This is an optimization exercise on Yosys and OpenROAD, whose aim is small area, a short achievable clock period and few clock cycles per item, not a production implementation. Where RTL was checked, it was by simulation tests only, not by an equivalence proof against the original. For runs 1 to 4, only the layout was checked, not whether the RTL still works. Power is estimated from default activity; no workload was simulated.

$ cat flow/run.sh
#!/bin/bash
# synth_recipe.tcl (not shown) runs the flow's synth.tcl, then flattens the netlist and writes it again
# the make line also repeats each setting of config.mk as NAME=value (left out here)
make -C /OpenROAD-flow-scripts/flow DESIGN_CONFIG=/design/flow/config.mk WORK_HOME=/design/flow/orfs CLKGATE_MAP_FILE= SYNTH_SCRIPT=/design/flow/synth_recipe.tcl finish
$ cat flow/config.mk
export PLATFORM = sky130hd
export DESIGN_NAME = dict_decoder
export DESIGN_NICKNAME = dict_decoder
export VERILOG_FILES = /design/flow/design.v
export SDC_FILE = /design/flow/constraint.sdc
export NUM_CORES = 4
export LEC_CHECK = 0
export CAP_MARGIN = 20
export CORE_MARGIN = 2
export CORE_UTILIZATION = 40
export SLEW_MARGIN = 20
$ cat flow/constraint.sdc
create_clock -name core_clock -period 12.0 [get_ports {clk}]
set_input_delay 2.4000 -clock core_clock [delete_from_list [all_inputs] [get_ports {clk}]]
set_output_delay 2.4000 -clock core_clock [all_outputs]
set_load 0.01 [all_outputs]
$ cat flow/design.v
module dict_decoder (
    input  wire        clk,
    input  wire        rst,
    input  wire        dict_we,
    input  wire [3:0]  dict_waddr,
    input  wire [31:0] dict_wdata,
    input  wire [4:0]  dict_size,
    input  wire        start,
    input  wire        in_valid,
    output wire        in_ready,
    input  wire [31:0] in_data,
    input  wire        in_last,
    output reg         out_valid,
    output reg  [31:0] out_data,
    output reg         done,
    output reg  [2:0]  fault_code
);
    localparam [2:0] TAG_LIT = 3'd0, TAG_RLE = 3'd1, TAG_DIR = 3'd2, TAG_BMD = 3'd3,
                     TAG_FM1 = 3'd4, TAG_FM2 = 3'd5, TAG_FM4 = 3'd6, TAG_PMM = 3'd7;
    localparam [2:0] F_NONE = 3'd0, F_OUT_OF_RANGE = 3'd2, F_STREAM = 3'd4,
                     F_BAD_FIELD = 3'd5, F_NO_PRIOR = 3'd6;
    reg [31:0] dict [0:15];
    always @(posedge clk)
        if (dict_we)
            dict[dict_waddr] <= dict_wdata;
    reg        run;         
    reg [66:0] buf_q;       
    reg [6:0]  fill;        
    reg [31:0] row_q;       
    reg        row_v;
    reg        eoi;         
    reg        has_line;
    reg [2:0]  rep;         
    wire [2:0] tag = buf_q[66:64];
    reg [6:0] need;
    always @(*) begin
        case (tag)
        TAG_LIT: need = 7'd35;
        TAG_RLE: need = 7'd6;
        TAG_DIR: need = 7'd7;
        TAG_BMD: need = 7'd16;
        TAG_PMM: need = 7'd17;
        default: need = 7'd12;   
        endcase
    end
    wire [31:0] f_lit   = buf_q[63:32];
    wire [2:0]  f_count = buf_q[63:61];
    wire [3:0]  f_dir_j = buf_q[63:60];
    wire [4:0]  f_s     = buf_q[63:59];          
    wire [3:0]  f_mask  = buf_q[58:55];          
    wire [3:0]  f_bmd_j = buf_q[54:51];
    wire [3:0]  f_fm_j  = buf_q[58:55];
    wire [4:0]  f_p2    = buf_q[58:54];          
    wire [3:0]  f_pmm_j = buf_q[53:50];
    reg  [3:0]  j;
    always @(*) begin
        case (tag)
        TAG_DIR: j = f_dir_j;
        TAG_BMD: j = f_bmd_j;
        TAG_PMM: j = f_pmm_j;
        default: j = f_fm_j;
        endcase
    end
    wire [31:0] entry = dict[j];
    reg  [3:0]  pat;
    always @(*) begin
        case (tag)
        TAG_BMD: pat = f_mask;
        TAG_FM1: pat = 4'b1000;
        TAG_FM2: pat = 4'b1100;
        TAG_FM4: pat = 4'b1111;
        TAG_PMM: pat = 4'b1000;
        default: pat = 4'b0000;
        endcase
    end
    wire [31:0] msb   = 32'h8000_0000;
    wire [31:0] flip1 = {pat, 28'd0} >> f_s;
    wire [31:0] flip2 = (tag == TAG_PMM) ? (msb >> f_p2) : 32'd0;
    wire [31:0] line  = (tag == TAG_LIT) ? f_lit : (entry ^ flip1 ^ flip2);
    reg  [2:0]  fault;
    always @(*) begin
        fault = F_NONE;
        case (tag)
        TAG_RLE: if (!has_line) fault = F_NO_PRIOR;
        TAG_BMD: if (f_s > 5'd28) fault = F_BAD_FIELD;
        TAG_FM2: if (f_s > 5'd30) fault = F_BAD_FIELD;
        TAG_FM4: if (f_s > 5'd28) fault = F_BAD_FIELD;
        default: ;
        endcase
        if (fault == F_NONE && tag != TAG_LIT && tag != TAG_RLE && {1'b0, j} >= dict_size)
            fault = F_OUT_OF_RANGE;
    end
    wire hold = (rep != 3'd0);
    wire ge   = (fill >= need);
    wire adv  = run && ge && !hold;                  
    wire fin  = run && !ge && !hold && eoi && !row_v;   
    wire app  = row_v && (fill <= 7'd35);            
    assign in_ready = run ? (!row_v || fill <= 7'd35) : !done;
    wire take = in_valid && in_ready;
    wire [66:0] buf_a = buf_q | (app ? ({row_q, 35'd0} >> fill) : 67'd0);
    reg  [66:0] buf_n;
    always @(*) begin
        if (!adv)
            buf_n = buf_a;
        else case (tag)
            TAG_LIT: buf_n = buf_a << 35;
            TAG_RLE: buf_n = buf_a << 6;
            TAG_DIR: buf_n = buf_a << 7;
            TAG_BMD: buf_n = buf_a << 16;
            TAG_PMM: buf_n = buf_a << 17;
            default: buf_n = buf_a << 12;
        endcase
    end
    wire [6:0] fill_n = fill - (adv ? need : 7'd0) + (app ? 7'd32 : 7'd0);
    always @(posedge clk) begin
        if (run) begin
            buf_q <= buf_n;
            fill  <= fill_n;
            if (take) begin
                row_q <= in_data;
                eoi   <= in_last;
            end
            row_v <= take || (row_v && !app);
        end else if (start) begin
            buf_q <= {in_valid ? in_data : 32'd0, 35'd0};
            fill  <= in_valid ? 7'd32 : 7'd0;
            eoi   <= in_valid && in_last;
            row_v <= 1'b0;
        end
    end
    always @(posedge clk) begin
        out_valid <= 1'b0;
        done      <= 1'b0;
        if (rst) begin
            run        <= 1'b0;
            fault_code <= F_NONE;
        end else if (!run) begin
            if (start) begin
                run      <= 1'b1;
                rep      <= 3'd0;
                has_line <= 1'b0;
            end
        end else begin
            if (hold) begin
                out_valid <= 1'b1;
                rep       <= rep - 3'd1;
            end
            if (adv) begin
                if (fault != F_NONE) begin
                    run        <= 1'b0;
                    done       <= 1'b1;
                    fault_code <= fault;
                end else begin
                    out_valid <= 1'b1;
                    has_line  <= 1'b1;
                    if (tag == TAG_RLE)
                        rep <= f_count;
                    else
                        out_data <= line;
                end
            end
            if (fin) begin
                run        <= 1'b0;
                done       <= 1'b1;
                fault_code <= (fill >= 7'd3 && tag != TAG_LIT) ? F_STREAM : F_NONE;
            end
        end
    end
endmodule
==> results of run 1 <==
## cell type report
cell class | instances | area, µm²
clock inverter | 43 | 429
multi-input combinational | 1793 | 13000
inverter | 37 | 141
clock buffer | 91 | 1980
timing repair buffer | 203 | 1810
sequential | 662 | 19800
tap | 1080 | 1350
antenna | 1 | 2.50
fill | 7457 | 44900
## cell families after synthesis
| family | after synthesis | synth area share (%) |
|---|---|---|
| simple gates | 674 | 8.70 |
| flops | 662 | 59.0 |
| compound gates | 633 | 13.1 |
| mux | 395 | 13.5 |
| buf+inv | 238 | 3.01 |
| xor+xnor | 67 | 1.75 |
| fa+ha+maj | 24 | 0.939 |
## how the worst min path moves through the flow
stage | from | to | slack [ns] | cells past startpoint
after floorplan | run$_SDFF_PP0_ | has_line$_DFFE_PP_ | 0.41 | 0
after global placement | fault_code[0]$_SDFFE_PP0P_ | fault_code[0]$_SDFFE_PP0P_ | 0.48 | 2
after detailed placement | fault_code[0]$_SDFFE_PP0P_ | fault_code[0]$_SDFFE_PP0P_ | 0.50 | 2
after CTS | fault_code[0]$_SDFFE_PP0P_ | fault_code[0]$_SDFFE_PP0P_ | 0.51 | 2
after global routing | fault_code[0]$_SDFFE_PP0P_ | fault_code[0]$_SDFFE_PP0P_ | 0.54 | 2
final | fault_code[0]$_SDFFE_PP0P_ | fault_code[0]$_SDFFE_PP0P_ | 0.50 | 2
## stage by stage
| step | hold slack [ns] | setup WS [ns] | instances | power [mW] | area [µm²] |
|---|---|---|---|---|---|
| floorplan | 0.406 | 4.84 | 2693 | 4.35 | 33600 |
| global placement | 0.485 | 6.22 | 3775 | 5.25 | 36100 |
| detailed placement | 0.501 | 6.13 | 3775 | 5.26 | 36100 |
| CTS | 0.515 | 6.11 | 3909 | 7.50 | 38500 |
| global route | 0.540 | 5.82 | 3909 | 7.77 | 38500 |
| finish | 0.503 | 6.02 | 3910 | 7.51 | 38500 |
## routing by layer
metal	share of wire, %	vias up	global-route usage (%)
met5	0	-	0
met4	5.8	0	14.4
met3	7.1	328	4.60
met2	48	1245	45.0
met1	39	12400	35.8
li1	-	10600	-
## state kept, by name (all words and copies together) (netlist names)
signal / flops
fill: 7
fault_code: 3
eoi: 1
out_data: 32
dict: 512
has_line: 1
out_valid: 1
row_q: 32
rep: 3
buf_q: 67
done: 1
row_v: 1
run: 1
## cells in the final DEF, fill, tap and decap left out, drive strengths merged, types with 10 or more instances in the layout
master,Yosys,final
a211oi,27,27
a21o,16,16
a21oi,157,157
a221o,11,11
a221oi,44,44
a22oi,22,22
a31oi,18,18
a32oi,33,33
and3,11,11
buf,63,87
clkbuf,138,91
clkdlybuf4s50,0,116
clkinv,1,32
edfxtp,656,656
ha,22,22
inv,36,40
mux2,93,93
mux2i,269,269
mux4,33,33
nand2,273,273
nand2b,23,23
nand3,58,58
nor2,211,211
nor2b,15,15
nor3,35,35
nor4,10,10
o2111ai,62,62
o211ai,15,15
o21ai,118,118
o221ai,16,16
o22ai,22,22
or2,10,10
xnor2,48,48
xor2,19,19
## worst reg2reg max path: stages, from the launching register on
cell	delay, ns
edfxtp_1	0.32
buf_4	0.46
and2_1	0.66
inv_1	0.45
o22ai_1	0.33
a221oi_4	0.09
buf_4	0.27
inv_4	0.50
ha_1	0.43
nand2b_1	0.14
a21o_1	0.17
a21o_1	0.22
a21oi_1	0.48
o31ai_1	0.20
nand2_1	0.10
nand2_1	0.13
nor4_2	0.20
buf_4	0.46
## where the power goes
| group | total [mW] | leakage, nW | switching, mW | internal (mW) |
|---|---|---|---|---|
| Clock | 2.25 | 1.15 | 0.985 | 1.26 |
| Sequential | 2.80 | 6.10 | 0.110 | 2.69 |
| Combinational | 2.47 | 5.82 | 1.64 | 0.824 |
| Total | 7.51 | 13.1 | 2.74 | 4.77 |
==> reports/results.ini, run 1 <==
[logic_synthesis]
syn_area_per_cell_um2=12.5
syn_nets=2796
async_reset_ff_share_pct=0
synth_edf_count=656
synth_common_cells=edfxtp_1 (656), nand2_1 (272), mux2i_1 (267), nor2_1 (211), a21oi_1 (157)
yosysSeqAreaShare_pct=59.0
synth_flop_cell=edfxtp_1
synth-seq-cells=662
syn_inst=2693
yosysMostFrequentCell=edfxtp_1
synth_area_leaders=edfxtp_1 (59%), mux2i_1 (8.0%), nand2_1 (3.0%)
synth_area_um2=33600
synth_cell_types=85
yosys_warnings=1
synth_top_area_cell=edfxtp_1
synth_top_area_share_pct=58.7

[timing]
rsz0062_at_grt=false
timing.final.crit_share_pct=49.8
slew_viol_final=0
fmax_mhz=167
skew_ns=0.0377
hold_viol_final=0
finalSetupViolations=0
fin_tns_setup_ns=0
tightest_slew_ns=1.31
slew_headroom_pct=11.6
fin_crit_ns=5.98

[cells_and_area]
drive_above_1_share_pct=13.0
area_growth_pct=14.7
nNetsFinal=2876
utilization_pct=46.2

[pwr]
powerDensity_nw_per_um2=195
p_leak_nw=13.1
ir_drop_mv=0.119

[route]
dr_total_vias=24500
via_per_inst=6.28
routed_wirelength_um=122000
route.detailed.drc=0
drt_iter0_markers=2782
routedWlPerCell_um=31.1
ant_nets=0
first_pass_iters=6

[clock_tree]
postCtsSetupBuffers=0
cts_sinks=662
cts_resized=0
tritoncts=built
clk-insertion-delay-late_ns=0.65
clk_path_buf_depth=3
clk_pin_slew_ns=0.06
htree_levels=3
clockRootBuffer=clkbuf_16
cts_buffers=76
cts-hold-fix-buffers=0

[worst_setup_path]
crit_slowest_cell=and2_1
crit_path_end_kind=register
cp_top_family=buffers and inverters
crit_end=out_data[13]$_DFFE_PP_
worst_ep_required_time_ns=12.27
crit_chain=buf_4 > and2_1 > inv_1 > o22ai_1 > a221oi_4 > buf_4 > inv_4 > ha_1 > nand2b_1 > a21o_1 > a21o_1 > a21oi_1 > o31ai_1 > nand2_1 > nand2_1 > nor4_2 > buf_4
critPathBufInv=5
crit_type=register to register
startpoint=buf_q[65]$_DFFE_PN_
critPathArrivalTime_ns=6.25
cpMostUsedCell=buf_4
path_max_fanout=53
max_stage_delay_ns=0.62
worstReg2RegStart=buf_q[65]$_DFFE_PN_
ff2ff_setup_slack_ns=6.02
crit_cells=17
crit_path_start_kind=register
r2r_end=out_data[13]$_DFFE_PP_
reg2regPathDepth=17

[placed_design]
portBuffers=116
place_hpwl_um=79900
gp_routability_congestion=0.988

[global_route]
grt-ovfl-total=0
first_global_vias=23600
antenna_found_initial=2
grt_max_degree=72
grt_usage_pct=27.7
grt_pass1_wl_um=172000

[die]
fp.dieH_um=294
design.core.area_um2=83400
num_rows=106
die-width_um=294
die-area_um2=86300
initial_core_util_pct=40.3
io_pins=117

[run]
drv_cap=0

[status]
run_status=finished clean

[hold_path]
hold_path_class=register to register

==> run 2, diff against run 1 <==
--- a/flow/design.v
+++ b/flow/design.v
@@ -74,7 +74,9 @@
         endcase
     end
-    wire [31:0] msb   = 32'h8000_0000;
-    wire [31:0] flip1 = {pat, 28'd0} >> f_s;
-    wire [31:0] flip2 = (tag == TAG_PMM) ? (msb >> f_p2) : 32'd0;
+    wire [31:0] oh_s  = 32'h8000_0000 >> f_s;
+    wire [31:0] oh_p2 = 32'h8000_0000 >> f_p2;
+    wire [31:0] flip1 = ({32{pat[3]}} & oh_s) | ({32{pat[2]}} & (oh_s >> 1)) |
+                        ({32{pat[1]}} & (oh_s >> 2)) | ({32{pat[0]}} & (oh_s >> 3));
+    wire [31:0] flip2 = {32{tag == TAG_PMM}} & oh_p2;
     wire [31:0] line  = (tag == TAG_LIT) ? f_lit : (entry ^ flip1 ^ flip2);
     reg  [2:0]  fault;
@@ -95,32 +97,70 @@
     wire adv  = run && ge && !hold;                  
     wire fin  = run && !ge && !hold && eoi && !row_v;   
-    wire app  = row_v && (fill <= 7'd35);            
+    reg [2:0] tag2;
+    always @(*) begin
+        case (tag)
+        TAG_LIT: tag2 = buf_q[31:29];
+        TAG_RLE: tag2 = buf_q[60:58];
+        TAG_DIR: tag2 = buf_q[59:57];
+        TAG_BMD: tag2 = buf_q[50:48];
+        TAG_PMM: tag2 = buf_q[49:47];
+        default: tag2 = buf_q[54:52];
+        endcase
+    end
+    reg [6:0] need2;
+    always @(*) begin
+        case (tag2)
+        TAG_LIT: need2 = 7'd35;
+        TAG_RLE: need2 = 7'd6;
+        TAG_DIR: need2 = 7'd7;
+        TAG_BMD: need2 = 7'd16;
+        TAG_PMM: need2 = 7'd17;
+        default: need2 = 7'd12;
+        endcase
+    end
+    wire [6:0] left_lit = fill - 7'd35;
+    wire [6:0] left_rle = fill - 7'd6;
+    wire [6:0] left_dir = fill - 7'd7;
+    wire [6:0] left_bmd = fill - 7'd16;
+    wire [6:0] left_pmm = fill - 7'd17;
+    wire [6:0] left_fm  = fill - 7'd12;
+    reg  [6:0] left;
+    always @(*) begin
+        if (!adv)
+            left = fill;
+        else case (tag)
+            TAG_LIT: left = left_lit;
+            TAG_RLE: left = left_rle;
+            TAG_DIR: left = left_dir;
+            TAG_BMD: left = left_bmd;
+            TAG_PMM: left = left_pmm;
+            default: left = left_fm;
+        endcase
+    end
+    wire app  = row_v && (left <= 7'd35);
     assign in_ready = run ? (!row_v || fill <= 7'd35) : !done;
     wire take = in_valid && in_ready;
-    wire [66:0] buf_a = buf_q | (app ? ({row_q, 35'd0} >> fill) : 67'd0);
-    reg  [66:0] buf_n;
+    reg  [66:0] buf_s;
     always @(*) begin
         if (!adv)
-            buf_n = buf_a;
+            buf_s = buf_q;
         else case (tag)
-            TAG_LIT: buf_n = buf_a << 35;
-            TAG_RLE: buf_n = buf_a << 6;
-            TAG_DIR: buf_n = buf_a << 7;
-            TAG_BMD: buf_n = buf_a << 16;
-            TAG_PMM: buf_n = buf_a << 17;
-            default: buf_n = buf_a << 12;
-        endcase
-    end
-    wire [6:0] fill_n = fill - (adv ? need : 7'd0) + (app ? 7'd32 : 7'd0);
+            TAG_LIT: buf_s = buf_q << 35;
+            TAG_RLE: buf_s = buf_q << 6;
+            TAG_DIR: buf_s = buf_q << 7;
+            TAG_BMD: buf_s = buf_q << 16;
+            TAG_PMM: buf_s = buf_q << 17;
+            default: buf_s = buf_q << 12;
+        endcase
+    end
+    wire [66:0] buf_n = buf_s | (app ? ({row_q, 35'd0} >> left) : 67'd0);
+    wire [6:0] fill_n = left + (app ? 7'd32 : 7'd0);
     always @(posedge clk) begin
         if (run) begin
             buf_q <= buf_n;
             fill  <= fill_n;
-            if (take) begin
-                row_q <= in_data;
-                eoi   <= in_last;
-            end
+            eoi   <= take ? in_last : eoi;
             row_v <= take || (row_v && !app);
-        end else if (start) begin
+        end else begin
             buf_q <= {in_valid ? in_data : 32'd0, 35'd0};
             fill  <= in_valid ? 7'd32 : 7'd0;
@@ -128,4 +168,6 @@
             row_v <= 1'b0;
         end
+        if (run && take)
+            row_q <= in_data;
     end
     always @(posedge clk) begin
@@ -146,4 +188,6 @@
                 rep       <= rep - 3'd1;
             end
+            if (adv && tag != TAG_RLE)
+                out_data <= line;
             if (adv) begin
                 if (fault != F_NONE) begin
@@ -156,7 +200,11 @@
                     if (tag == TAG_RLE)
                         rep <= f_count;
-                    else
-                        out_data <= line;
                 end
+            end
+            if (adv && fault == F_NONE && !(tag == TAG_RLE && f_count != 3'd0) &&
+                eoi && !row_v && left < need2) begin
+                run        <= 1'b0;
+                done       <= 1'b1;
+                fault_code <= (left >= 7'd3 && tag2 != TAG_LIT) ? F_STREAM : F_NONE;
             end
             if (fin) begin
==> flow/flow/run.sh (new file) <==
#!/bin/bash
set -euo pipefail
bash standard.sh SETUP_SLACK_MARGIN=8.5 finish > standard.log 2>&1
==> flow/standard.sh (new file) <==
#!/bin/bash
# synth_recipe.tcl (not shown) runs the flow's synth.tcl, then flattens the netlist and writes it again
# the make line also repeats each setting of config.mk as NAME=value (left out here)
make -C /OpenROAD-flow-scripts/flow DESIGN_CONFIG=/design/flow/config.mk WORK_HOME=/design/flow/orfs CLKGATE_MAP_FILE= SYNTH_SCRIPT=/design/flow/synth_recipe.tcl "${@:-finish}"
removed: flow/run.sh
==> reports/results.ini, run 2 <==
[status]
run_status=finished clean

[die]
die-area_um2=87000  ; +0.85%
initial_core_util_pct=40.5  ; +0.22 points
num_rows=106  ; unchanged
die-width_um=295  ; +0.42%
io_pins=117  ; unchanged
fp.dieH_um=295  ; +0.42%
design.core.area_um2=83700  ; +0.32%

[clock_tree]
clockRootBuffer=clkbuf_16
tritoncts=built
cts_buffers=75  ; -1.3%
clk-insertion-delay-late_ns=0.66  ; about the same
clk_pin_slew_ns=0.06  ; about the same
clk_path_buf_depth=3  ; unchanged
htree_levels=3  ; unchanged
cts_sinks=662  ; unchanged
cts-hold-fix-buffers=0  ; unchanged

[global_route]
grt_usage_pct=28.8  ; +1.0 points
first_global_vias=26600  ; +13%
grt_pass1_wl_um=184000  ; +6.6%
grt-ovfl-total=0  ; unchanged
grt_max_degree=101  ; +40%
antenna_found_initial=8  ; +6

[logic_synthesis]
async_reset_ff_share_pct=0  ; unchanged
synth_cell_types=91  ; +7.1%
syn_area_per_cell_um2=11.5  ; -7.9%
synth_area_um2=33900  ; +0.86%
synth-seq-cells=662  ; unchanged
synth_flop_cell=edfxtp_1
yosys_warnings=1  ; unchanged
synth_common_cells=edfxtp_1 (581), mux2i_1 (280), nand2_1 (243), nor2_1 (208), o21ai_0 (200)
synth_area_leaders=edfxtp_1 (52%), mux2i_1 (8.3%), dfxtp_1 (4.8%)
syn_inst=2949  ; +9.5%
synth_top_area_cell=edfxtp_1
yosysMostFrequentCell=edfxtp_1
syn_nets=3061  ; +9.5%
synth_edf_count=581  ; -11%
yosysSeqAreaShare_pct=56.3  ; -2.7 points
synth_top_area_share_pct=51.5  ; -7.1 points

[timing]
fin_tns_setup_ns=0  ; unchanged
fmax_mhz=218  ; +30%
setup_slack_ns=7.41  ; +1.39 ns
rsz0062_at_grt=true
skew_ns=0.0402  ; +0.00255 ns
tightest_slew_ns=1.12  ; -0.197 ns
whs_ns=0.480  ; -0.0229 ns
timing.final.crit_share_pct=38.2  ; -12 points
fin_crit_ns=4.59  ; -1.39 ns
finalSetupViolations=0  ; unchanged
slew_viol_final=0  ; unchanged
hold_viol_final=0  ; unchanged
slew_headroom_pct=24.7  ; +13 points

[route]
routedWlPerCell_um=29.9  ; -4.1%
routed_wirelength_um=134000  ; +10%
first_pass_iters=8  ; +2
route.detailed.drc=0  ; unchanged
dr_total_vias=27900  ; +14%
ant_nets=0  ; unchanged
via_per_inst=6.21  ; -1.1%
drt_iter0_markers=3436  ; +24%

[cells_and_area]
nNetsFinal=3423  ; +19%
largest_register_ffs=512  ; unchanged
final_common_cell=edfxtp_1
drive_above_1_share_pct=33.0  ; +20 points
reg.largest.list=dict (512), buf_q (67)
final_area_um2=45900  ; +19%
nFillCells=6870  ; -7.9%
fin_cells=4496  ; +15%
area_growth_pct=35.5
layout_common_cells=edfxtp_1 (581), nand2_1 (221), nor2_1 (180), buf_4 (177), mux2i_1 (176)
top_register=dict
utilization_pct=54.8  ; +8.7 points

[pwr]
powerDensity_nw_per_um2=147  ; -24%
p_leak_nw=16.0  ; +23%
ir_drop_mv=0.123  ; +3.5%
total_power_mw=6.77  ; -9.9%

[placed_design]
portBuffers=116  ; unchanged
gp_routability_congestion=0.991  ; +0.25%
dpl_worst_slack_ns=5.01  ; -1.13 ns
place_hpwl_um=72100  ; -9.7%
dp_cells=4026  ; +6.6%
placed_area_um2=36400  ; +0.68%

[worst_setup_path]
crit_slowest_cell=a2111o_1
path_max_fanout=2  ; -96%
max_stage_delay_ns=0.42  ; -0.20 ns
worst_ep_required_time_ns=9.60  ; -2.67 ns
critPathArrivalTime_ns=2.19  ; -4.06 ns
cp_top_family=compound AO/OA/AOI/OAI gates
crit_path_end_kind=primary output
crit_chain=inv_6 > ha_4 > a2111o_1 > a31oi_4 > nor3_2 > a21oi_2 > buf_2
crit_type=register to primary output
critPathBufInv=2  ; -3
crit_path_start_kind=register

[run]
drv_cap=0  ; unchanged

[hold_path]
hold_path_class=register to register

run 2: layout make-up:
type	instances	area (µm²)	share of cell area (%)
Timing Repair Buffer	499	5900	12.9
Clock inverter	31	327	0.712
Multi-Input combinational cell	2036	16900	36.9
Antenna cell	2	5.00	0.0109
Tap cell	1134	1420	3.09
Inverter	35	218	0.474
Clock buffer	95	1950	4.25
Sequential cell	662	19100	41.6
Timing Repair inverter	2	25.0	0.0545
run 2: repair_timing:
item                                    4_1_cts  5_1_grt
endpoints found under the setup margin      731      343
gates resized for setup                     728      303
cloned                                       35       21
setup buffers                               207       79
endpoints found under the hold margin         0        0
pin swaps                                   125      156
run 2: final timing paths:
| check | start | endpoint | slack, ns | cells after the start |
|---|---|---|---|---|
| hold reg to reg | fault_code[1]$_SDFFE_PP0P_ | fault_code[1]$_SDFFE_PP0P_ | 0.48 | 2 |
| setup / recovery | fill[2]$_SDFF_PN0_ | in_ready | 7.41 | 7 |
| setup reg to reg | fill[2]$_SDFF_PN0_ | row_q[5]$_DFFE_PP_ | 7.57 | 32 |
| hold / removal | fault_code[1]$_SDFFE_PP0P_ | fault_code[1]$_SDFFE_PP0P_ | 0.48 | 2 |
run 2: power breakdown:
part	total (mW)	switching (mW)	internal, mW	leakage (nW)
clock network	2.16	0.974	1.19	1.08
logic	1.93	1.09	0.843	9.00
registers	2.67	0.0937	2.58	5.93
total	6.77	2.16	4.61	16.0
run 2: kinds of logic (layout without fill, tap and decap cells):
family / after synthesis / in the layout / synth area share, %
buffers and inverters: 258 / 662 / 3.31
XOR/XNOR: 47 / 47 / 1.22
AO/OA/AOI/OAI: 811 / 815 / 15.4
AND/OR/NAND/NOR: 738 / 741 / 10.1
flip-flops: 662 / 662 / 56.3
adder cells (fa/ha/maj): 33 / 33 / 1.24
multiplexers: 400 / 400 / 12.4
other: 0 / 2 / 0
run 2: routing by layer:
metal  wire length (µm)  vias to the layer above  track usage (%)
met2              64200                     1541             47.6
li1                   -                    12000                -
met3              11000                      382             5.10
met5                 44                        -                0
met4               7030                        8             12.8
met1              52100                    13900             37.0
run 2: worst reg2reg max path, delay by kind of cell (launching register included):
family | cells | cell delay, ns
AO/OA/AOI/OAI | 2 | 0.15
AND/OR/NAND/NOR | 4 | 0.54
adder cells (fa/ha/maj) | 1 | 0.16
buffers and inverters | 25 | 2.92
flip-flops | 1 | 0.39
==> run 3, diff against run 2 <==
--- a/flow/design.v
+++ b/flow/design.v
@@ -32,4 +32,6 @@
     reg        has_line;
     reg [2:0]  rep;         
+    reg [4:0]  ds_q;        
+    reg        rdy_q;       
     wire [2:0] tag = buf_q[66:64];
     reg [6:0] need;
@@ -90,5 +92,5 @@
         default: ;
         endcase
-        if (fault == F_NONE && tag != TAG_LIT && tag != TAG_RLE && {1'b0, j} >= dict_size)
+        if (fault == F_NONE && tag != TAG_LIT && tag != TAG_RLE && {1'b0, j} >= ds_q)
             fault = F_OUT_OF_RANGE;
     end
@@ -139,6 +141,6 @@
     end
     wire app  = row_v && (left <= 7'd35);
-    assign in_ready = run ? (!row_v || fill <= 7'd35) : !done;
-    wire take = in_valid && in_ready;
+    assign in_ready = rdy_q;
+    wire take = in_valid && rdy_q;
     reg  [66:0] buf_s;
     always @(*) begin
@@ -161,57 +163,53 @@
             fill  <= fill_n;
             eoi   <= take ? in_last : eoi;
-            row_v <= take || (row_v && !app);
+            row_v <= row_v_n;
         end else begin
             buf_q <= {in_valid ? in_data : 32'd0, 35'd0};
             fill  <= in_valid ? 7'd32 : 7'd0;
             eoi   <= in_valid && in_last;
-            row_v <= 1'b0;
+            row_v <= row_v_n;
         end
         if (run && take)
             row_q <= in_data;
     end
+    wire fault_stop = adv && fault != F_NONE;
+    wire last_stop  = adv && !(tag == TAG_RLE && f_count != 3'd0) &&
+                      eoi && !row_v && left < need2;
+    wire stop       = fault_stop || last_stop || fin;
+    reg  [2:0] stop_code;
+    always @(*) begin
+        if (fault_stop)
+            stop_code = fault;
+        else if (last_stop)
+            stop_code = (left >= 7'd3 && tag2 != TAG_LIT) ? F_STREAM : F_NONE;
+        else
+            stop_code = (fill >= 7'd3 && tag != TAG_LIT) ? F_STREAM : F_NONE;
+    end
+    wire row_v_n = run && (take || (row_v && !app));
+    wire run_n   = !rst && (run ? !stop : start);
+    wire done_n  = !rst && run && stop;
     always @(posedge clk) begin
-        out_valid <= 1'b0;
-        done      <= 1'b0;
-        if (rst) begin
-            run        <= 1'b0;
+        rdy_q     <= run_n ? (!row_v_n || fill_n <= 7'd35) : !done_n;
+        run       <= run_n;
+        done      <= done_n;
+        out_valid <= !rst && run && (hold || (adv && fault == F_NONE));
+        if (rst)
             fault_code <= F_NONE;
-        end else if (!run) begin
-            if (start) begin
-                run      <= 1'b1;
-                rep      <= 3'd0;
-                has_line <= 1'b0;
-            end
+        else if (done_n)
+            fault_code <= stop_code;
+        if (!run) begin
+            rep      <= 3'd0;
+            has_line <= 1'b0;
+            ds_q     <= dict_size;
         end else begin
-            if (hold) begin
-                out_valid <= 1'b1;
-                rep       <= rep - 3'd1;
-            end
-            if (adv && tag != TAG_RLE)
-                out_data <= line;
-            if (adv) begin
-                if (fault != F_NONE) begin
-                    run        <= 1'b0;
-                    done       <= 1'b1;
-                    fault_code <= fault;
-                end else begin
-                    out_valid <= 1'b1;
-                    has_line  <= 1'b1;
-                    if (tag == TAG_RLE)
-                        rep <= f_count;
-                end
-            end
-            if (adv && fault == F_NONE && !(tag == TAG_RLE && f_count != 3'd0) &&
-                eoi && !row_v && left < need2) begin
-                run        <= 1'b0;
-                done       <= 1'b1;
-                fault_code <= (left >= 7'd3 && tag2 != TAG_LIT) ? F_STREAM : F_NONE;
-            end
-            if (fin) begin
-                run        <= 1'b0;
-                done       <= 1'b1;
-                fault_code <= (fill >= 7'd3 && tag != TAG_LIT) ? F_STREAM : F_NONE;
-            end
+            if (hold)
+                rep <= rep - 3'd1;
+            else if (adv && tag == TAG_RLE)
+                rep <= f_count;
+            if (adv)
+                has_line <= 1'b1;
         end
+        if (adv && tag != TAG_RLE)
+            out_data <= line;
     end
 endmodule
==> reports/results.ini, run 3 <==
[clock_tree]
tritoncts=built
clk-insertion-delay-late_ns=0.66  ; about the same
clk_pin_slew_ns=0.06  ; about the same
cts-hold-fix-buffers=0  ; unchanged
cts_buffers=73  ; -2.7%
htree_levels=3  ; unchanged
clockRootBuffer=clkbuf_16
cts_sinks=668  ; +0.91%
clk_path_buf_depth=3  ; unchanged

[pwr]
total_power_mw=11.4  ; +69%
ir_drop_mv=0.136  ; +11%
p_leak_nw=14.3  ; -11%
powerDensity_nw_per_um2=270  ; +83%

[global_route]
grt_usage_pct=27.7  ; -1.1 points
grt_use_met2_pct=44.6  ; -3.0 points
gr-usage-met1_pct=36.3  ; -0.72 points
grt-ovfl-total=0  ; unchanged
grt-busiest-layer=met2
first_global_vias=25300  ; -5.2%
antenna_found_initial=5  ; -3
grt_pass1_wl_um=174000  ; -5.2%
grt_max_degree=105  ; +4.0%
use_met3_pct=6.24  ; +1.1 points

[logic_synthesis]
yosysMostFrequentCell=edfxtp_1
synth_flop_cell=edfxtp_1
yosys_warnings=1  ; unchanged
synth_edf_count=582  ; +0.17%
synth_cell_types=87  ; -4.4%
synthAdderAreaFrac_pct=1.15  ; -0.090 points
synth_mux_area_share_pct=13.2  ; +0.76 points
async_reset_ff_share_pct=0  ; unchanged
syn_inst=2676  ; -9.3%
syn_nets=2785  ; -9.0%
syn_area_per_cell_um2=12.4  ; +8.2%
synth_top_area_cell=edfxtp_1
synthXorXnorAreaFrac_pct=1.82  ; +0.60 points
synth_top_area_share_pct=52.5  ; +1.0 points
synth-seq-cells=668  ; +0.91%
synth_common_cells=edfxtp_1 (582), nand2_1 (318), a21oi_1 (192), nor2_1 (162), mux4_2 (130)
synth_area_um2=33300  ; -1.8%
synth-simple-area-share_pct=10.0  ; -0.083 points
synth_area_leaders=edfxtp_1 (53%), mux4_2 (8.8%), dfxtp_1 (5.2%)
synth_top_family_by_area=multiplexers
synth_compound_area_share_pct=13.1  ; -2.3 points
yosysSeqAreaShare_pct=57.7  ; +1.4 points

[timing]
setup_slack_ns=7.95  ; +0.537 ns
whs_ns=0.465  ; -0.0148 ns
timing.final.crit_share_pct=33.8  ; -4.5 points
fin_tns_setup_ns=0  ; unchanged
hold_viol_final=0  ; unchanged
finalSetupViolations=0  ; unchanged
slew_headroom_pct=24.7  ; about the same
slew_viol_final=0  ; unchanged
skew_ns=0.0439  ; +0.00372 ns
rsz0062_at_grt=true
tightest_slew_ns=1.10  ; -0.0143 ns
fin_crit_ns=4.05  ; -0.537 ns
fmax_mhz=247  ; +13%

[cells_and_area]
reg.largest.list=dict (512), buf_q (67)
layout_common_cells=edfxtp_1 (582), nand2_1 (305), a21oi_1 (181), nor2_1 (141), buf_4 (131)
top_register=dict
utilization_pct=51.5  ; -3.4 points
drive_above_1_share_pct=28.0  ; -5.0 points
fin_cells=4036  ; -10%
final_area_um2=42300  ; -7.8%
nFillCells=6878  ; +0.12%
area_growth_pct=27.2
final_common_cell=edfxtp_1
nNetsFinal=3024  ; -12%
largest_register_ffs=512  ; unchanged

[worst_setup_path]
crit_path_start_kind=register
worst_ep_required_time_ns=12.51  ; +2.91 ns
cpMostUsedCell=buf_12
crit_type=register to register
max_stage_delay_ns=0.39  ; -0.03 ns
crit_chain=nor3_4 > buf_12 > inv_16 > ha_4 > a211oi_4 > a21oi_4 > a21o_4 > buf_12 > a21oi_4 > buf_12 > buf_12 > buf_16 > buf_6 > mux2i_4 > mux2i_1 > mux2i_2 > mux2i_1 > a32oi_1 > o22ai_1
critPathBufInv=7  ; +5
critPathArrivalTime_ns=4.56  ; +2.37 ns
crit_path_end_kind=register
crit_slowest_cell=dfxtp_4
startpoint=buf_q[66]$_DFF_P_
path_max_fanout=8  ; +6
worstReg2RegStart=buf_q[66]$_DFF_P_
cp_top_family=compound AO/OA/AOI/OAI gates

[run]
drv_cap=0  ; unchanged

[placed_design]
place_hpwl_um=68000  ; -5.7%
portBuffers=116  ; unchanged
dp_cells=3707  ; -7.9%
placed_area_um2=35700  ; -1.8%
dpl_worst_slack_ns=5.86  ; +0.857 ns
gp_routability_congestion=0.990  ; -0.13%

[die]
num_rows=105  ; -0.94%
fp.dieH_um=292  ; -0.88%
design.core.area_um2=82200  ; -1.7%
die-width_um=292  ; -0.88%
initial_core_util_pct=40.5  ; about the same
die-area_um2=85500  ; -1.8%
io_pins=117  ; unchanged

[hold_path]
hold_path_class=register to register
holdCritStartpoint=has_line$_SDFFE_PN0N_

[status]
run_status=finished clean

[route]
routed_wirelength_um=122000  ; -9.2%
ant_nets=0  ; unchanged
routedWlPerCell_um=30.2  ; +1.2%
drt_iter0_markers=3677  ; +7.0%
first_pass_iters=9  ; +1
route.detailed.drc=0  ; unchanged
via_per_inst=6.42  ; +3.4%
dr_total_vias=25900  ; -7.2%

-- run 3: changes by cell type in the layout (fill, tap and decap cells not counted), sizes merged, moves of 74 or more --
cell and delta:
a211oi -81, buf -126, mux2 -98, mux2i -156, mux4 +126, nand2 +74
o21ai -81
-- run 3: kinds of logic after synthesis --
kind of cell               Yosys count
DFF                                668
muxes                              272
and+or+nand+nor                    730
buffers and inverters              236
xor gates and xnor gates            69
AOI/OAI and AO/OA                  671
adders and majority gates           30
-- run 3: path summary, 6_finish.rpt --
| kind | to | slack, ns | cells past startpoint |
|---|---|---|---|
| max | buf_q[19]$_SDFF_PN0_ | 7.95 | 19 |
| min | has_line$_SDFFE_PN0N_ | 0.47 | 2 |
| max reg2reg | buf_q[19]$_SDFF_PN0_ | 7.95 | 19 |
| min reg2reg | has_line$_SDFFE_PN0N_ | 0.47 | 2 |
-- run 3: cell type report --
type                       count  area [µm²]  share of cell area (%)
antenna                        1        2.50                 0.00591
clock buffer                  86        1900                    4.48
clock inverter                39         442                    1.04
inverter                      32         199                   0.470
multi-input combinational   1779       15200                    35.8
sequential                   668       19200                    45.4
tap                         1070        1340                    3.16
timing repair buffer         359        4030                    9.52
timing repair inverter         2        17.5                  0.0414
-- run 3: worst register-to-register path: stages (launching register included) --
cell      delay, ns
dfxtp_4        0.39
nor3_4         0.25
buf_12         0.16
inv_16         0.04
ha_4           0.23
a211oi_4       0.29
a21oi_4        0.12
a21o_4         0.22
buf_12         0.15
a21oi_4        0.14
buf_12         0.15
buf_12         0.13
buf_16         0.14
buf_6          0.11
mux2i_4        0.36
mux2i_1        0.20
mux2i_2        0.28
mux2i_1        0.15
a32oi_1        0.26
o22ai_1        0.13
-- run 3: where the power goes --
part           internal, mW  leakage, nW  switching [mW]
registers              2.75         5.99           0.337
logic                  2.70         7.22            3.40
clock network          1.25         1.13           0.970
total                  6.70         14.3            4.71
-- run 3: metal layers --
metal | up-vias | share of wire, %
met1 | 13000 | 39
met3 | 366 | 9.9
li1 | 10800 | -
met5 | - | 0.017
met4 | 4 | 4.8
met2 | 1668 | 47
-- run 3: repair_timing --
item,in CTS,in global routing
setup buffers,145,25
hold endpoints to repair,0,0
resized for setup,541,99
pin swaps,81,51
setup endpoints to repair,731,228
gates cloned,29,4
==> run 4, diff against run 3 <==
--- a/flow/design.v
+++ b/flow/design.v
@@ -96,5 +96,17 @@
     end
     wire hold = (rep != 3'd0);
-    wire ge   = (fill >= need);
+    reg  [6:0] lf35, lf6, lf7, lf16, lf17, lf12;
+    reg  [6:0] left_a;
+    always @(*) begin
+        case (tag)
+        TAG_LIT: left_a = lf35;
+        TAG_RLE: left_a = lf6;
+        TAG_DIR: left_a = lf7;
+        TAG_BMD: left_a = lf16;
+        TAG_PMM: left_a = lf17;
+        default: left_a = lf12;
+        endcase
+    end
+    wire ge   = !left_a[6];                           
     wire adv  = run && ge && !hold;                  
     wire fin  = run && !ge && !hold && eoi && !row_v;   
@@ -121,23 +133,5 @@
         endcase
     end
-    wire [6:0] left_lit = fill - 7'd35;
-    wire [6:0] left_rle = fill - 7'd6;
-    wire [6:0] left_dir = fill - 7'd7;
-    wire [6:0] left_bmd = fill - 7'd16;
-    wire [6:0] left_pmm = fill - 7'd17;
-    wire [6:0] left_fm  = fill - 7'd12;
-    reg  [6:0] left;
-    always @(*) begin
-        if (!adv)
-            left = fill;
-        else case (tag)
-            TAG_LIT: left = left_lit;
-            TAG_RLE: left = left_rle;
-            TAG_DIR: left = left_dir;
-            TAG_BMD: left = left_bmd;
-            TAG_PMM: left = left_pmm;
-            default: left = left_fm;
-        endcase
-    end
+    wire [6:0] left = adv ? left_a : fill;
     wire app  = row_v && (left <= 7'd35);
     assign in_ready = rdy_q;
@@ -162,4 +156,10 @@
             buf_q <= buf_n;
             fill  <= fill_n;
+            lf35  <= fill_n - 7'd35;
+            lf6   <= fill_n - 7'd6;
+            lf7   <= fill_n - 7'd7;
+            lf16  <= fill_n - 7'd16;
+            lf17  <= fill_n - 7'd17;
+            lf12  <= fill_n - 7'd12;
             eoi   <= take ? in_last : eoi;
             row_v <= row_v_n;
@@ -167,8 +167,14 @@
             buf_q <= {in_valid ? in_data : 32'd0, 35'd0};
             fill  <= in_valid ? 7'd32 : 7'd0;
+            lf35  <= in_valid ? 7'd32 - 7'd35 : 7'd0 - 7'd35;
+            lf6   <= in_valid ? 7'd32 - 7'd6  : 7'd0 - 7'd6;
+            lf7   <= in_valid ? 7'd32 - 7'd7  : 7'd0 - 7'd7;
+            lf16  <= in_valid ? 7'd32 - 7'd16 : 7'd0 - 7'd16;
+            lf17  <= in_valid ? 7'd32 - 7'd17 : 7'd0 - 7'd17;
+            lf12  <= in_valid ? 7'd32 - 7'd12 : 7'd0 - 7'd12;
             eoi   <= in_valid && in_last;
             row_v <= row_v_n;
         end
-        if (run && take)
+        if (rdy_q)
             row_q <= in_data;
     end
==> reports/results.ini, run 4 <==
[worst_setup_path]
crit_chain=buf_6 > buf_6 > clkinvlp_4 > a21o_1 > a211oi_4 > mux2i_4 > buf_12 > inv_16 > ha_4 > nand2_4 > nor2_1 > o31a_1 > a41oi_4 > or2_4 > inv_6 > ha_4 > inv_8 > ha_4 > inv_4 > o21ai_2 > xnor2_1 > a21o_1
critPathArrivalTime_ns=4.48  ; -0.08 ns
ff2ff_setup_slack_ns=8.07  ; +0.12 ns
reg2regPathDepth=22  ; +3
crit_path_start_kind=register
crit_path_end_kind=register
max_stage_delay_ns=0.41  ; +0.02 ns
crit_slowest_cell=dfxtp_4
critPathBufInv=8  ; +1
crit_cells=22  ; +3
crit_type=register to register
path_max_fanout=6  ; -2
cpMostUsedCell=ha_4
cp_top_family=compound AO/OA/AOI/OAI gates
worst_ep_required_time_ns=12.55  ; +0.04 ns

[die]
initial_core_util_pct=40.4  ; about the same
num_rows=107  ; +1.9%
fp.dieH_um=298  ; +1.8%
design.core.area_um2=85300  ; +3.7%
die-width_um=298  ; +1.8%
io_pins=117  ; unchanged
die-area_um2=88600  ; +3.6%

[logic_synthesis]
synth_top_area_share_pct=50.7  ; -1.8 points
synth_top_area_cell=edfxtp_1
synth_area_um2=34500  ; +3.6%
syn_nets=2723  ; -2.2%
synth_cell_types=87  ; unchanged
synth_flop_cell=edfxtp_1
yosys_warnings=1  ; unchanged
synth_area_leaders=edfxtp_1 (51%), mux4_2 (12%), dfxtp_1 (6.9%)
yosysSeqAreaShare_pct=57.5  ; -0.17 points
async_reset_ff_share_pct=0  ; unchanged
synth-seq-cells=700  ; +4.8%
syn_area_per_cell_um2=13.2  ; +5.9%
synth_common_cells=edfxtp_1 (582), nand2_1 (258), mux4_2 (189), nor2_1 (151), o21ai_0 (133)
yosysMostFrequentCell=edfxtp_1
syn_inst=2618  ; -2.2%
synth_edf_count=582  ; unchanged

[pwr]
p_leak_nw=15.5  ; +8.3%
powerDensity_nw_per_um2=208  ; -23%
ir_drop_mv=0.141  ; +3.1%

[cells_and_area]
nFillCells=7039  ; +2.3%
final_common_cell=edfxtp_1
top_register=dict
layout_common_cells=edfxtp_1 (582), nand2_1 (242), mux4_2 (189), buf_4 (183), nor2_1 (124)
fin_cells=4161  ; +3.1%
reg.largest.list=dict (512), buf_q (67)
largest_register_ffs=512  ; unchanged
area_growth_pct=30.9
antennaDiodeCount=0  ; -1
drive_above_1_share_pct=34.1  ; +6.1 points
nNetsFinal=3064  ; +1.3%

[timing]
skew_ns=0.0362  ; -0.00779 ns
slew_headroom_pct=28.8  ; +4.1 points
timing.final.crit_share_pct=32.8  ; -0.99 points
tightest_slew_ns=1.06  ; -0.0399 ns
finalSetupViolations=0  ; unchanged
fin_tns_setup_ns=0  ; unchanged
fmax_mhz=254  ; +3.0%
slew_viol_final=0  ; unchanged
fin_crit_ns=3.93  ; -0.119 ns
hold_viol_final=0  ; unchanged
rsz0062_at_grt=true

[route]
first_pass_iters=9  ; unchanged
route.detailed.drc=0  ; unchanged
dr_total_vias=26900  ; +3.8%
via_per_inst=6.46  ; +0.69%
routedWlPerCell_um=31.6  ; +4.7%
routed_wirelength_um=132000  ; +8.0%
ant_nets=0  ; unchanged
drt_iter0_markers=3794  ; +3.2%

[placed_design]
portBuffers=116  ; unchanged
dp_cells=3729  ; +0.59%
place_hpwl_um=74100  ; +9.0%
gp_routability_congestion=0.983  ; -0.72%

[global_route]
grt_pass1_wl_um=185000  ; +5.9%
grt_max_degree=94  ; -10%
first_global_vias=25700  ; +1.9%
grt-ovfl-total=0  ; unchanged
grt_usage_pct=28.4  ; +0.75 points
antenna_found_initial=2  ; -3

[hold_path]
hold_path_class=register to register
min_path_cells=2  ; unchanged

[status]
run_status=finished clean

[clock_tree]
clk_path_buf_depth=3  ; unchanged
cts_buffers=77  ; +5.5%
clockRootBuffer=clkbuf_16
cts_sinks=700  ; +4.8%
tritoncts=built
htree_levels=3  ; unchanged
clk-insertion-delay-late_ns=0.66  ; about the same
clk_pin_slew_ns=0.06  ; about the same

[run]
drv_cap=0  ; unchanged

[run 4: cell count changes after synthesis, moves of 16 or more]
cell | previous run | this run
mux2_2 | 17 | 34
mux2i_1 | 123 | 76
nand2_1 | 318 | 258
a21oi_1 | 192 | 116
xnor2_1 | 47 | 64
o21ai_0 | 116 | 133
a211o_1 | 21 | 3
nor2b_1 | 54 | 29
a221oi_1 | 14 | 30
dfxtp_1 | 86 | 118
mux4_2 | 130 | 189
a31oi_1 | 46 | 27
[run 4: power by group]
group | switching (mW) | internal [mW] | leakage (nW)
clock | 1.01 | 1.36 | 1.21
combinational | 2.13 | 1.85 | 8.03
sequential | 0.209 | 2.81 | 6.29
[run 4: cells by family (layout without fill, tap and decap cells)]
kind of cell	Yosys count	after routing	share of synthesized area [%]
AO/OA/AOI/OAI	632	633	12.3
multiplexers	306	306	15.9
flip-flops	700	700	57.5
buffers and inverters	238	633	2.99
XOR/XNOR	84	84	2.13
adder cells (fa/ha/maj)	26	26	0.943
AND/OR/NAND/NOR	632	635	8.19
[run 4: worst min-delay path: stages (launching register included)]
cell,delay [ns]
dfxtp_1,0.31
nand2_1,0.05
nand2_1,0.04
[run 4: worst paths after layout]
kind | to | startpoint
worst max-delay path | lf6[6]$_DFF_P_ | buf_q[66]$_DFF_P_
worst min-delay path | has_line$_SDFFE_PN0N_ | has_line$_SDFFE_PN0N_
worst max register to register | lf6[6]$_DFF_P_ | buf_q[66]$_DFF_P_
worst min register to register | has_line$_SDFFE_PN0N_ | has_line$_SDFFE_PN0N_
[run 4: routing by layer]
| metal | routed length (µm) | vias to the layer above | track usage (%) | part of all wire, % |
|---|---|---|---|---|
| met5 | 16 | - | 0 | 0.012 |
| met4 | 7020 | 2 | 11.5 | 5.3 |
| met3 | 13400 | 476 | 6.76 | 10 |
| met2 | 60900 | 1842 | 45.2 | 46 |
| met1 | 50300 | 13600 | 37.5 | 38 |
| li1 | - | 11000 | - | - |
[run 4: area by class of cell]
| class | count | area (µm²) | share of cell area (%) |
|---|---|---|---|
| Inverter | 38 | 231 | 0.513 |
| Clock inverter | 37 | 385 | 0.854 |
| Timing Repair Buffer | 451 | 5140 | 11.4 |
| Clock buffer | 100 | 2110 | 4.67 |
| Sequential cell | 700 | 19900 | 44.0 |
| Multi-Input combinational cell | 1684 | 15800 | 35.1 |
| Timing Repair inverter | 7 | 115 | 0.255 |
| Tap cell | 1144 | 1430 | 3.17 |
[run 4: timing repair]
action / in CTS / in global routing
setup buffers: 160 / 91
pin swaps: 63 / 98
hold buffers: 0 / 0
cloned: 32 / 12
endpoints found under the setup margin: 724 / 159
resized for setup: 505 / 222
[run 4: per-stage QoR]
stage | cell area [µm²] | hold slack [ns] | power (mW) | setup slack [ns] | utilization [%]
2_1_floorplan | 35000 | 0.423 | 4.88 | 7.87 | -
3_3_place_gp | 37000 | 0.434 | 5.75 | 5.89 | 43.4
3_5_place_dp | 37000 | 0.437 | 5.75 | 5.82 | 43.4
4_1_cts | 43100 | 0.448 | 8.83 | 8.14 | 50.5
5_1_grt | 45100 | 0.485 | 9.62 | 8.03 | 52.9
6_report | 45100 | 0.450 | 9.37 | 8.07 | 52.9
==> run 5, diff against run 4 <==
--- a/flow/design.v
+++ b/flow/design.v
@@ -64,5 +64,12 @@
         endcase
     end
-    wire [31:0] entry = dict[j];
+    wire [15:0] jsel = 16'd1 << j;
+    reg  [31:0] entry;
+    integer k;
+    always @(*) begin
+        entry = 32'd0;
+        for (k = 0; k < 16; k = k + 1)
+            entry = entry | ({32{jsel[k]}} & dict[k]);
+    end
     reg  [3:0]  pat;
     always @(*) begin
@@ -137,17 +144,15 @@
     assign in_ready = rdy_q;
     wire take = in_valid && rdy_q;
-    reg  [66:0] buf_s;
-    always @(*) begin
-        if (!adv)
-            buf_s = buf_q;
-        else case (tag)
-            TAG_LIT: buf_s = buf_q << 35;
-            TAG_RLE: buf_s = buf_q << 6;
-            TAG_DIR: buf_s = buf_q << 7;
-            TAG_BMD: buf_s = buf_q << 16;
-            TAG_PMM: buf_s = buf_q << 17;
-            default: buf_s = buf_q << 12;
-        endcase
-    end
+    wire sh0  = !adv;
+    wire sh35 = adv && tag == TAG_LIT;
+    wire sh6  = adv && tag == TAG_RLE;
+    wire sh7  = adv && tag == TAG_DIR;
+    wire sh16 = adv && tag == TAG_BMD;
+    wire sh17 = adv && tag == TAG_PMM;
+    wire sh12 = adv && (tag == TAG_FM1 || tag == TAG_FM2 || tag == TAG_FM4);
+    wire [66:0] buf_s = ({67{sh0}}  & buf_q)         | ({67{sh35}} & (buf_q << 35)) |
+                        ({67{sh6}}  & (buf_q << 6))  | ({67{sh7}}  & (buf_q << 7))  |
+                        ({67{sh16}} & (buf_q << 16)) | ({67{sh17}} & (buf_q << 17)) |
+                        ({67{sh12}} & (buf_q << 12));
     wire [66:0] buf_n = buf_s | (app ? ({row_q, 35'd0} >> left) : 67'd0);
     wire [6:0] fill_n = left + (app ? 7'd32 : 7'd0);
@@ -192,9 +197,10 @@
             stop_code = (fill >= 7'd3 && tag != TAG_LIT) ? F_STREAM : F_NONE;
     end
+    wire hold_n = (hold && rep != 3'd1) || (adv && tag == TAG_RLE && f_count != 3'd0);
     wire row_v_n = run && (take || (row_v && !app));
     wire run_n   = !rst && (run ? !stop : start);
     wire done_n  = !rst && run && stop;
     always @(posedge clk) begin
-        rdy_q     <= run_n ? (!row_v_n || fill_n <= 7'd35) : !done_n;
+        rdy_q     <= run_n ? (!row_v_n || fill_n <= 7'd35 || (!hold_n && fill_n <= 7'd41)) : !done_n;
         run       <= run_n;
         done      <= done_n;
==> reports/results.ini, run 5 <==
[status]
run_status=finished clean

[timing]
skew_ns=0.0429  ; +0.00676 ns
rsz0062_at_grt=true
tightest_slew_ns=0.960  ; -0.101 ns
fmax_mhz=262  ; +3.0%
whs_ns=0.459  ; +0.00943 ns
slew_headroom_pct=35.8  ; +6.9 points
setup_slack_ns=8.18  ; +0.113 ns
fin_crit_ns=3.82  ; -0.113 ns
finalSetupViolations=0  ; unchanged
slew_viol_final=0  ; unchanged
fin_tns_setup_ns=0  ; unchanged
hold_viol_final=0  ; unchanged
timing.final.crit_share_pct=31.8  ; -0.94 points

[logic_synthesis]
synth_flop_cell=edfxtp_1
synth_cell_types=94  ; +8.0%
synth_top_area_share_pct=51.8  ; +1.1 points
synth_area_leaders=edfxtp_1 (52%), dfxtp_1 (7.0%), a22oi_1 (3.8%)
syn_nets=2979  ; +9.4%
synth_common_cells=edfxtp_1 (582), nand2_1 (236), nor2_1 (196), a22oi_1 (173), a21oi_1 (164)
synth_area_um2=33800  ; -2.1%
async_reset_ff_share_pct=0  ; unchanged
synth-seq-cells=700  ; unchanged
synth_top_area_cell=edfxtp_1
synth_edf_count=582  ; unchanged
yosysSeqAreaShare_pct=58.8  ; +1.2 points
syn_inst=2870  ; +9.6%
yosys_warnings=1  ; unchanged
syn_area_per_cell_um2=11.8  ; -11%
yosysMostFrequentCell=edfxtp_1

[clock_tree]
tritoncts=built
clk-insertion-delay-late_ns=0.68  ; +0.02 ns
cts-hold-fix-buffers=0  ; unchanged
clockRootBuffer=clkbuf_16
htree_levels=3  ; unchanged
cts_sinks=700  ; unchanged
clk_pin_slew_ns=0.06  ; about the same
cts_buffers=78  ; +1.3%
clk_path_buf_depth=3  ; unchanged

[cells_and_area]
layout_common_cells=edfxtp_1 (582), buf_4 (249), nand2_1 (224), nor2_1 (171), a22oi_1 (159)
fin_cells=4389  ; +5.5%
utilization_pct=53.6  ; +0.72 points
reg.largest.list=dict (512), buf_q (67)
drive_above_1_share_pct=27.4  ; -6.6 points
final_area_um2=44800  ; -0.70%
area_growth_pct=32.7
largest_register_ffs=512  ; unchanged
seqCellArea_um2=19900  ; about the same
nNetsFinal=3354  ; +9.5%
nFillCells=6999  ; -0.57%
multi_input_area_um2=15000  ; -5.5%
final_common_cell=edfxtp_1
top_register=dict

[placed_design]
place_hpwl_um=87000  ; +17%
portBuffers=116  ; unchanged
dpl_worst_slack_ns=6.12  ; +0.297 ns
placed_area_um2=36500  ; -1.3%
dp_cells=3937  ; +5.6%
gp_routability_congestion=1.03  ; +5.0%

[route]
first_pass_iters=6  ; -3
routedWlPerCell_um=34.8  ; +9.8%
ant_nets=0  ; unchanged
via_per_inst=6.83  ; +5.6%
route.detailed.drc=0  ; unchanged
drt_iter0_markers=4699  ; +24%
dr_total_vias=30000  ; +11%
routed_wirelength_um=153000  ; +16%

[worst_setup_path]
crit_path_end_kind=primary output
cp_top_family=flip-flops
crit_chain=buf_2
critPathArrivalTime_ns=1.42  ; -3.06 ns
worst_ep_required_time_ns=9.60  ; -2.95 ns
path_max_fanout=1  ; -5
crit_slowest_cell=edfxtp_1
max_stage_delay_ns=0.55  ; +0.14 ns
crit_path_start_kind=register
critPathBufInv=1  ; -7
crit_type=register to primary output

[run]
drv_cap=0  ; unchanged

[die]
fp.dieH_um=295  ; -1.0%
design.core.area_um2=83600  ; -2.0%
num_rows=106  ; -0.93%
io_pins=117  ; unchanged
initial_core_util_pct=40.4  ; about the same
die-width_um=295  ; -1.0%
die-area_um2=86700  ; -2.1%

[pwr]
powerDensity_nw_per_um2=307  ; +48%
p_leak_nw=15.5  ; -0.21%
total_power_mw=13.7  ; +47%
ir_drop_mv=0.187  ; +33%

[global_route]
grt_pass1_wl_um=204000  ; +11%
antenna_found_initial=10  ; +8
use_met3_pct=7.58  ; +0.82 points
grt-busiest-layer=met2
first_global_vias=27300  ; +6.1%
gr-usage-met1_pct=41.4  ; +3.9 points
grt-ovfl-total=0  ; unchanged
grt_usage_pct=32.8  ; +4.4 points
grt_use_met2_pct=52.7  ; +7.4 points
grt_max_degree=66  ; -30%

[hold_path]
hold_path_class=register to register

## run 5: cell types whose count changed in the layout (fill, tap and decap cells not counted), moves of 19 or more
cell / delta
nor2_1: +47
a221oi_1: +57
mux2i_1: +21
a21oi_1: +38
nand4_1: +36
buf_6: -31
o21ai_1: -28
mux4_2: -187
a221o_1: +19
buf_4: +66
a22oi_1: +114
## run 5: cells by family (layout without fill, tap and decap cells)
group	after synthesis	count (layout)	share of synthesized area [%]
compound gates	916	918	19.9
mux	142	142	4.46
fa+ha+maj	30	30	1.11
buf+inv	263	695	3.34
flops	700	700	58.8
other cells	0	4	0
simple gates	737	738	10.3
xor+xnor	82	82	2.13
## run 5: power breakdown
part | total, mW | switching (mW) | internal [mW]
logic | 8.00 | 4.66 | 3.34
clock network | 2.40 | 1.07 | 1.34
registers | 3.34 | 0.407 | 2.93
## run 5: final timing paths
path,startpoint,to,slack (ns),depth (start not counted)
setup reg to reg,buf_q[64]$_DFF_P_,buf_q[22]$_SDFF_PN0_,8.30,12
hold / removal,has_line$_SDFFE_PN0P_,has_line$_SDFFE_PN0P_,0.46,2
hold reg to reg,has_line$_SDFFE_PN0P_,has_line$_SDFFE_PN0P_,0.46,2
setup / recovery,out_data[15]$_DFFE_PP_,out_data[15],8.18,1
## run 5: final cells by class
| cell class | instances | share of cell area (%) |
|---|---|---|
| timing repair buffer | 502 | 12.6 |
| timing repair inverter | 3 | 0.0698 |
| sequential | 700 | 44.4 |
| multi-input combinational | 1910 | 33.4 |
| tap | 1080 | 3.02 |
| inverter | 50 | 0.804 |
| antenna | 4 | 0.0223 |
| clock inverter | 39 | 0.960 |
| clock buffer | 101 | 4.73 |
## run 5: per-layer routing
layer / up-vias / share of wire, % / wire length [µm]
li1: 12100 / - / -
met1: 14900 / 36 / 55200
met2: 2367 / 45 / 69300
met3: 622 / 11 / 17100
met4: 12 / 7.1 / 10800
met5: - / 0.037 / 57
## run 5: timing repair
action | in CTS | in global routing
gates cloned | 28 | 21
hold endpoints to repair | 0 | 0
pin swaps | 51 | 98
endpoints found under the setup margin | 709 | 158
setup buffers | 101 | 158
resized for setup | 465 | 243
Testbench counts of run 5, summed over its fixed seeds: cycles 4,294, lines 4,015.
==> run 6, diff against run 5 <==
--- a/flow/config.mk
+++ b/flow/config.mk
@@ -8,4 +8,6 @@
 export CAP_MARGIN = 20
 export CORE_MARGIN = 2
-export CORE_UTILIZATION = 40
+export CORE_UTILIZATION = 55
+export CTS_BUF_LIST = sky130_fd_sc_hd__clkbuf_4 sky130_fd_sc_hd__clkbuf_8
 export SLEW_MARGIN = 20
+export TNS_END_PERCENT = 5
==> reports/results.ini, run 6 <==
[status]
run_status=finished clean

[hold_path]
hold_path_class=register to register
min_path_cells=2  ; unchanged

[cells_and_area]
top_register=dict
nNetsFinal=3205  ; -4.4%
final_common_cell=edfxtp_1
largest_register_ffs=512  ; unchanged
reg.largest.list=dict (512), buf_q (67)
seqCellArea_um2=19900  ; about the same
area_growth_pct=22.1
layout_common_cells=edfxtp_1 (582), nand2_1 (231), nor2_1 (174), a22oi_1 (171), a21oi_1 (150)
multi_input_area_um2=14100  ; -5.5%
drive_above_1_share_pct=21.0  ; -6.5 points
fin_cells=3962  ; -9.7%
nFillCells=4350  ; -38%

[worst_setup_path]
max_stage_delay_ns=0.68  ; +0.13 ns
worst_ep_required_time_ns=9.60  ; about the same
crit_cells=1  ; unchanged
reg2regPathDepth=11  ; -1
crit_type=register to primary output
critPathBufInv=1  ; unchanged
crit_path_end_kind=primary output
crit_slowest_cell=edfxtp_1
critPathArrivalTime_ns=1.63  ; +0.21 ns
path_max_fanout=1  ; unchanged
cp_top_family=flip-flops
crit_path_start_kind=register
crit_chain=buf_6

[clock_tree]
tritoncts=built
cts_sinks=700  ; unchanged
htree_levels=3  ; unchanged
clk-insertion-delay-late_ns=0.80  ; +0.12 ns
cts_buffers=109  ; +40%
clk_pin_slew_ns=0.07  ; about the same
clk_path_buf_depth=3  ; unchanged
clockRootBuffer=clkbuf_8

[placed_design]
place_hpwl_um=82600  ; -5.1%
gp_routability_congestion=1.01  ; -2.0%
dp_cells=3641  ; -7.5%
portBuffers=116  ; unchanged
dpl_worst_slack_ns=6.02  ; -0.0982 ns

[logic_synthesis]
yosysSeqAreaShare_pct=58.8  ; unchanged
synth_common_cells=edfxtp_1 (582), nand2_1 (236), nor2_1 (196), a22oi_1 (173), a21oi_1 (164)
syn_area_per_cell_um2=11.8  ; unchanged
async_reset_ff_share_pct=0  ; unchanged
syn_inst=2870  ; unchanged
syn_nets=2979  ; unchanged
yosys_warnings=1  ; unchanged
yosysMostFrequentCell=edfxtp_1
synth_area_um2=33800  ; unchanged
synth_top_area_cell=edfxtp_1
synth_area_leaders=edfxtp_1 (52%), dfxtp_1 (7.0%), a22oi_1 (3.8%)
synth_top_area_share_pct=51.8  ; unchanged
synth_cell_types=94  ; unchanged
synth-seq-cells=700  ; unchanged
synth_flop_cell=edfxtp_1
synth_edf_count=582  ; unchanged

[timing]
hold_viol_final=0  ; unchanged
tightest_slew_ns=1.13  ; +0.170 ns
fmax_mhz=248  ; -5.4%
finalSetupViolations=0  ; unchanged
fin_crit_ns=4.03  ; +0.217 ns
rsz0062_at_grt=true
fin_tns_setup_ns=0  ; unchanged
setup_slack_ns=7.97  ; -0.217 ns
slew_viol_final=0  ; unchanged
timing.final.crit_share_pct=33.6  ; +1.8 points
skew_ns=0.0539  ; +0.0110 ns
slew_headroom_pct=24.2  ; -12 points

[die]
initial_core_util_pct=55.8  ; +15 points
io_pins=117  ; unchanged
die-width_um=252  ; -15%
design.core.area_um2=60500  ; -28%
fp.dieH_um=252  ; -15%
num_rows=90  ; -15%
die-area_um2=63400  ; -27%

[route]
ant_nets=0  ; unchanged
drt_iter0_markers=4246  ; -9.6%
via_per_inst=7.26  ; +6.4%
first_pass_iters=7  ; +1
routedWlPerCell_um=34.9  ; +0.40%
dr_total_vias=28800  ; -3.9%
route.detailed.drc=0  ; unchanged
routed_wirelength_um=138000  ; -9.4%

[run]
drv_cap=0  ; unchanged

[global_route]
grt-ovfl-total=0  ; unchanged
grt_usage_pct=42.4  ; +9.6 points
first_global_vias=27100  ; -0.74%
grt_pass1_wl_um=193000  ; -5.4%
grt_max_degree=60  ; -9.1%
antenna_found_initial=5  ; -5

[pwr]
powerDensity_nw_per_um2=291  ; -5.1%
p_leak_nw=14.2  ; -8.4%
total_power_mw=12.0  ; -13%
ir_drop_mv=0.160  ; -14%

## run 6: cell counts after synthesis
Identical to the previous run, type by type.
## run 6: metrics by stage
| stage | util, % | area [µm²] | hold WS, ns |
|---|---|---|---|
| 2_1_floorplan | - | 33900 | 0.423 |
| 4_1_cts | 66.3 | 40100 | 0.450 |
| 6_report | 68.2 | 41200 | 0.458 |
| 5_1_grt | 68.2 | 41200 | 0.471 |
| 3_3_place_gp | 59.4 | 35900 | 0.431 |
| 3_5_place_dp | 59.5 | 36000 | 0.440 |
## run 6: power by group
group          internal [mW]  switching [mW]  leakage, nW
Combinational           2.50            4.15         6.77
Clock                   1.04           0.958         1.14
Sequential              2.94           0.413         6.29
## run 6: cells by family after synthesis
kind of cell	after synthesis	synth area share [%]
flip-flops	700	58.8
adder cells (fa/ha/maj)	30	1.11
AND/OR/NAND/NOR	737	10.3
multiplexers	142	4.46
AO/OA/AOI/OAI	916	19.9
XOR/XNOR	82	2.13
buffers and inverters	263	3.34
## run 6: layout make-up
type	instances	area share, %
flip-flops and latches	700	48.2
multi-input cells	1908	34.3
repair buffers	327	9.19
clock buffers	163	4.71
well taps	782	2.37
inverters	50	0.738
clock inverters	30	0.446
diodes	2	0.0121
## run 6: path summary, 6_finish.rpt
check                              from  slack (ns)                     to
setup / recovery  out_data[5]$_DFFE_PP_        7.97            out_data[5]
hold / removal    has_line$_SDFFE_PN0P_        0.46  has_line$_SDFFE_PN0P_
setup reg to reg      buf_q[64]$_DFF_P_        8.00      buf_q[62]$_DFF_P_
hold reg to reg   has_line$_SDFFE_PN0P_        0.46  has_line$_SDFFE_PN0P_
## run 6: per-layer routing
layer  global-route usage, %  vias up  share of wire (%)
met5                       0        -              0.020
met4                    26.8        4                8.1
met3                    10.2      630                 12
met2                    65.1     2397                 45
met1                    54.5    14000                 35
li1                        -    11800                  -
## run 6: repair_timing
action                                  in CTS  in global routing
gates cloned                                19                 10
buffers inserted                            52                 45
pin swaps                                   28                 36
hold buffers                                 0                  0
gates resized for setup                    295                149
endpoints found under the setup margin     679                661

## port drivers added, routing unchanged
The flow's constraints put no driver on any port. The routed layouts listed below were extracted and timed again, unchanged, in two steps. Step 1 sets driving cells, clkbuf_16 on the clock port and buf_2 on the other inputs (assumed; they add their load-dependent delay and slew). Step 2 adds t to the input delays and takes it off the output delays; t is the mean of the earliest and latest rising clock arrival at the registers after step 1. Input paths then give back, and output paths get back, about the clock's delay inside the block. a / b / c = no drivers / after step 1 / after step 2; a / b = the first two.
run | shift t [ns] | slack for setup (ns) | hold slack, ns
run 1 | 0.707 | 6.018 / 6.018 / 6.018 | 0.503 / 0.503 / 0.503
run 2 | 0.706 | 7.412 / 7.344 / 7.350 | 0.480 / 0.480 / 0.480
run 3 | 0.701 | 7.949 / 7.949 / 7.865 | 0.465 / 0.465 / 0.465
run 4 | 0.718 | 8.069 / 8.069 / 7.869 | 0.450 / 0.450 / 0.450
run 5 | 0.726 | 8.182 / 8.116 / 7.835 | 0.459 / 0.459 / 0.459
run 6 | 0.827 | 7.965 / 7.900 / 7.283 | 0.458 / 0.458 / 0.458
After both steps every run listed still meets setup and hold. For run 6, which loses most, drivers alone change the setup slack by -0.065 ns; drivers and shift together by -0.682 ns.
